From an optimization exercise on the open Yosys and OpenROAD flow, aimed at small area, a short achievable clock period and few clock cycles per item; shortcuts taken in it are not production practice. In this exercise RTL edits were held to simulation tests only and were not proved equivalent to the original. Power is estimated from default activity; no workload was simulated.

==> flow/design.v (excerpt) <==
module rdm_responder (
    input  wire        clk,
    input  wire        rst,            
    input  wire [47:0] own_uid,        
    input  wire        rx_valid,
    input  wire [7:0]  rx_data,
    input  wire        rx_last,
    output reg         rx_ready,
    output reg         tx_valid,
    output reg  [7:0]  tx_data,
    output reg         tx_last,
    output reg         tx_break,
    input  wire        tx_ready,
    output reg         mute_line,
    output reg         mute_evt,
    output reg         identify_line,
    output reg         identify_evt
);
clock: 10.0 ns
lec_check: 0
cap_margin: 20
core_margin: 2
core_utilization: 60
cts_cluster_diameter: 80
cts_cluster_size: 30
place_density: 0.75
slew_margin: 20
standard.sh (not shown) runs the stock make flow with config.mk's settings and CLKGATE_MAP_FILE= SYNTH_SCRIPT=/design/flow/synth_recipe.tcl, a recipe that flattens the netlist after the stock synthesis.
==> flow/flow/run.sh <==
#!/bin/bash
# Standard layout (the standard.sh, unchanged), with timing repair asked
# for SETUP_SLACK_MARGIN ns of extra setup slack at the design's own clock,
# and the port buffers made with the plain buf_1 cell.
set -euo pipefail
cd "$(dirname "$0")/.."
export SETUP_SLACK_MARGIN=7.0
export BUFFER_PORTS_ARGS="-buffer_cell sky130_fd_sc_hd__buf_1"
bash standard.sh finish > flow_make.log 2>&1
Testbench counts at the start, summed over its fixed seeds: cycles 39,462, requests 1,280.
Change:
--- a/flow/flow/run.sh
+++ b/flow/flow/run.sh
@@ -6,3 +6,3 @@
 cd "$(dirname "$0")/.."
-export SETUP_SLACK_MARGIN=7.0
+export SETUP_SLACK_MARGIN=7.15
 export BUFFER_PORTS_ARGS="-buffer_cell sky130_fd_sc_hd__buf_1"
CORE_UTILIZATION = 70   (was 60)
PLACE_DENSITY = 0.85   (was 0.75)
After rerunning:
- routed wire length rose by 8.8%
- combinational power rose by about 9%
- final area rose by 1.5%
- count of clock-buffer cells in the layout fell by 3
- synthesized area does not change
- flip-flop and latch count is unchanged
- global-route usage rose by 6.6 points
- final cell count fell by 1.7%
Change:
--- a/flow/flow/run.sh
+++ b/flow/flow/run.sh
@@ -6,3 +6,3 @@
 cd "$(dirname "$0")/.."
-export SETUP_SLACK_MARGIN=7.15
+export SETUP_SLACK_MARGIN=6.85
 export BUFFER_PORTS_ARGS="-buffer_cell sky130_fd_sc_hd__buf_1"
CORE_UTILIZATION = 60   (was 70)
PLACE_DENSITY = 0.75   (was 0.85)
Result:
- wire length goes down by roughly a tenth
- design area falls by a few percent
- via count falls by a few percent
- global-route usage decreases by 6.9 points
- clock skew climbs by 10 ps
- sequential power barely changes
- clock power is lower by a few percent
- fmax went down slightly
- worst setup slack gets worse by 25 ps
Change:
--- a/flow/flow/run.sh
+++ b/flow/flow/run.sh
@@ -6,3 +6,3 @@
 cd "$(dirname "$0")/.."
-export SETUP_SLACK_MARGIN=6.85
+export SETUP_SLACK_MARGIN=7.0
 export BUFFER_PORTS_ARGS="-buffer_cell sky130_fd_sc_hd__buf_1"
CTS_CLUSTER_DIAMETER = 60   (was 80)
CTS_CLUSTER_SIZE = 36   (was 30)
Final cell count increases by 1.5%; via count rose by 1.6%; die area stays the same; power rises by 10%; first-iteration DRC count grows by 3.6%.

* * *

rdm_responder, a different RTL version from the one above (not shown whole).
For scale: ~2300 cells after synthesis, roughly 77 I/O pins, about 29000 sq um of cells after synthesis.
clock: 10.0 ns
lec_check: 0
cap_margin: 50
core_margin: 2
core_utilization: 60
place_density: 0.75
slew_margin: 50
run.sh (not shown) runs the stock make flow with config.mk's settings and CLKGATE_MAP_FILE= SYNTH_SCRIPT=/design/flow/synth_recipe.tcl, a recipe that flattens the netlist after the stock synthesis.
Stock flow here: none of the scripts above is used.
Testbench counts at the start, summed over its fixed seeds: cycles 39,462, requests 1,280.
Next try:
==> flow/flow/run.sh (new file) <==
#!/bin/bash
# Standard layout (the standard.sh, unchanged), with timing repair asked
# for $SETUP_SLACK_MARGIN ns of extra setup slack at the design's own clock.
set -euo pipefail
cd "$(dirname "$0")/.."
export SETUP_SLACK_MARGIN=7.0
bash standard.sh finish > flow_make.log 2>&1
==> flow/standard.sh (new file) <==
#!/bin/bash
# synth_recipe.tcl (not shown) runs the flow's synth.tcl, then flattens the netlist and writes it again
# the make line also repeats each setting of config.mk as NAME=value (left out here)
make -C /OpenROAD-flow-scripts/flow DESIGN_CONFIG=/design/flow/config.mk WORK_HOME=/design/flow/orfs CLKGATE_MAP_FILE= SYNTH_SCRIPT=/design/flow/synth_recipe.tcl "${@:-finish}"
--- a/flow/config.mk
+++ b/flow/config.mk
@@ -8 +8 @@
-export CAP_MARGIN = 50
+export CAP_MARGIN = 20
@@ -12 +12 @@
-export SLEW_MARGIN = 50
+export SLEW_MARGIN = 20
removed: flow/run.sh
Result:
- wire length grows by a few percent
- total power shrinks slightly
- clock power shrinks by a few percent
- combinational power grows by roughly a tenth
Next try:
==> flow/run.sh (new file) <==
#!/bin/bash
# synth_recipe.tcl (not shown) runs the flow's synth.tcl, then flattens the netlist and writes it again
# the make line also repeats each setting of config.mk as NAME=value (left out here)
make -C /OpenROAD-flow-scripts/flow DESIGN_CONFIG=/design/flow/config.mk WORK_HOME=/design/flow/orfs CLKGATE_MAP_FILE= SYNTH_SCRIPT=/design/flow/synth_recipe.tcl finish
--- a/flow/config.mk
+++ b/flow/config.mk
@@ -8 +8 @@
-export CAP_MARGIN = 20
+export CAP_MARGIN = 50
@@ -10,0 +11 @@
+export CTS_BUF_LIST = sky130_fd_sc_hd__clkbuf_4 sky130_fd_sc_hd__clkbuf_8
@@ -12 +13 @@
-export SLEW_MARGIN = 20
+export SLEW_MARGIN = 50
removed: flow/flow/run.sh
removed: flow/standard.sh
The changed run finished clean.
Combinational power is lower by about 9%.
Sequential share of layout area grows by 2.2 points.
Total power goes down by 0.50%.
Sequential power hardly moves.
Setup slack gets worse by 0.90 ns.
Die area is unchanged.
Final area shrinks by 4.0%.
Global-route usage came out lower by 0.99 points.
Routed wire length came out lower by 5.3%.
Area after synthesis does not change.
Final cell count stays flat.

## separate check: timing with driven ports
In the flow no input, the clock included, has a driving cell. The finished layouts below were timed again as built, in two steps. Step 1: set_driving_cell puts a clkbuf_16 on clk and a buf_2 on each other input, an assumption about the parent block. Step 2 also shifts input and output timing later by t, the mid clock arrival at the registers, as if the neighbouring blocks saw the same clock. a / b / c = ideal / step 1 / step 2; a / b = the first two.
| run | t, ns | slack for setup (ns) | worst hold slack (ns) | worst setup path after step 2 | latest minus earliest clock arrival (ns) |
|---|---|---|---|---|---|
| the first run of note 1 | 0.642 | 6.930 / 6.873 / 6.668 | 0.318 / 0.318 / 0.318 | input to register | 0.036 / 0.036 |
| the second run of note 1 | 0.651 | 6.905 / 6.839 / 6.643 | 0.305 / 0.305 / 0.305 | input to register | 0.038 / 0.038 |
| the third run of note 1 | 0.650 | 6.880 / 6.819 / 6.426 | 0.314 / 0.314 / 0.314 | input to register | 0.045 / 0.046 |
| the fourth run of note 1 | 0.659 | 6.895 / 6.838 / 6.644 | 0.325 / 0.325 / 0.325 | input to register | 0.057 / 0.057 |
| the first run of note 2 | 0.676 | 5.830 / 5.830 / 5.830 | 0.313 / 0.313 / 0.313 | register to register | 0.026 / 0.026 |
| the second run of note 2 | 0.669 | 6.714 / 6.657 / 6.441 | 0.322 / 0.322 / 0.322 | input to register | 0.027 / 0.027 |
| the third run of note 2 | 0.770 | 5.812 / 5.812 / 5.812 | 0.302 / 0.302 / 0.302 | register to register | 0.041 / 0.041 |
After both steps setup and hold are still met in every run listed. For the third run of note 1, which loses most, drivers alone change the setup slack by -0.061 ns; drivers and shift together by -0.454 ns.
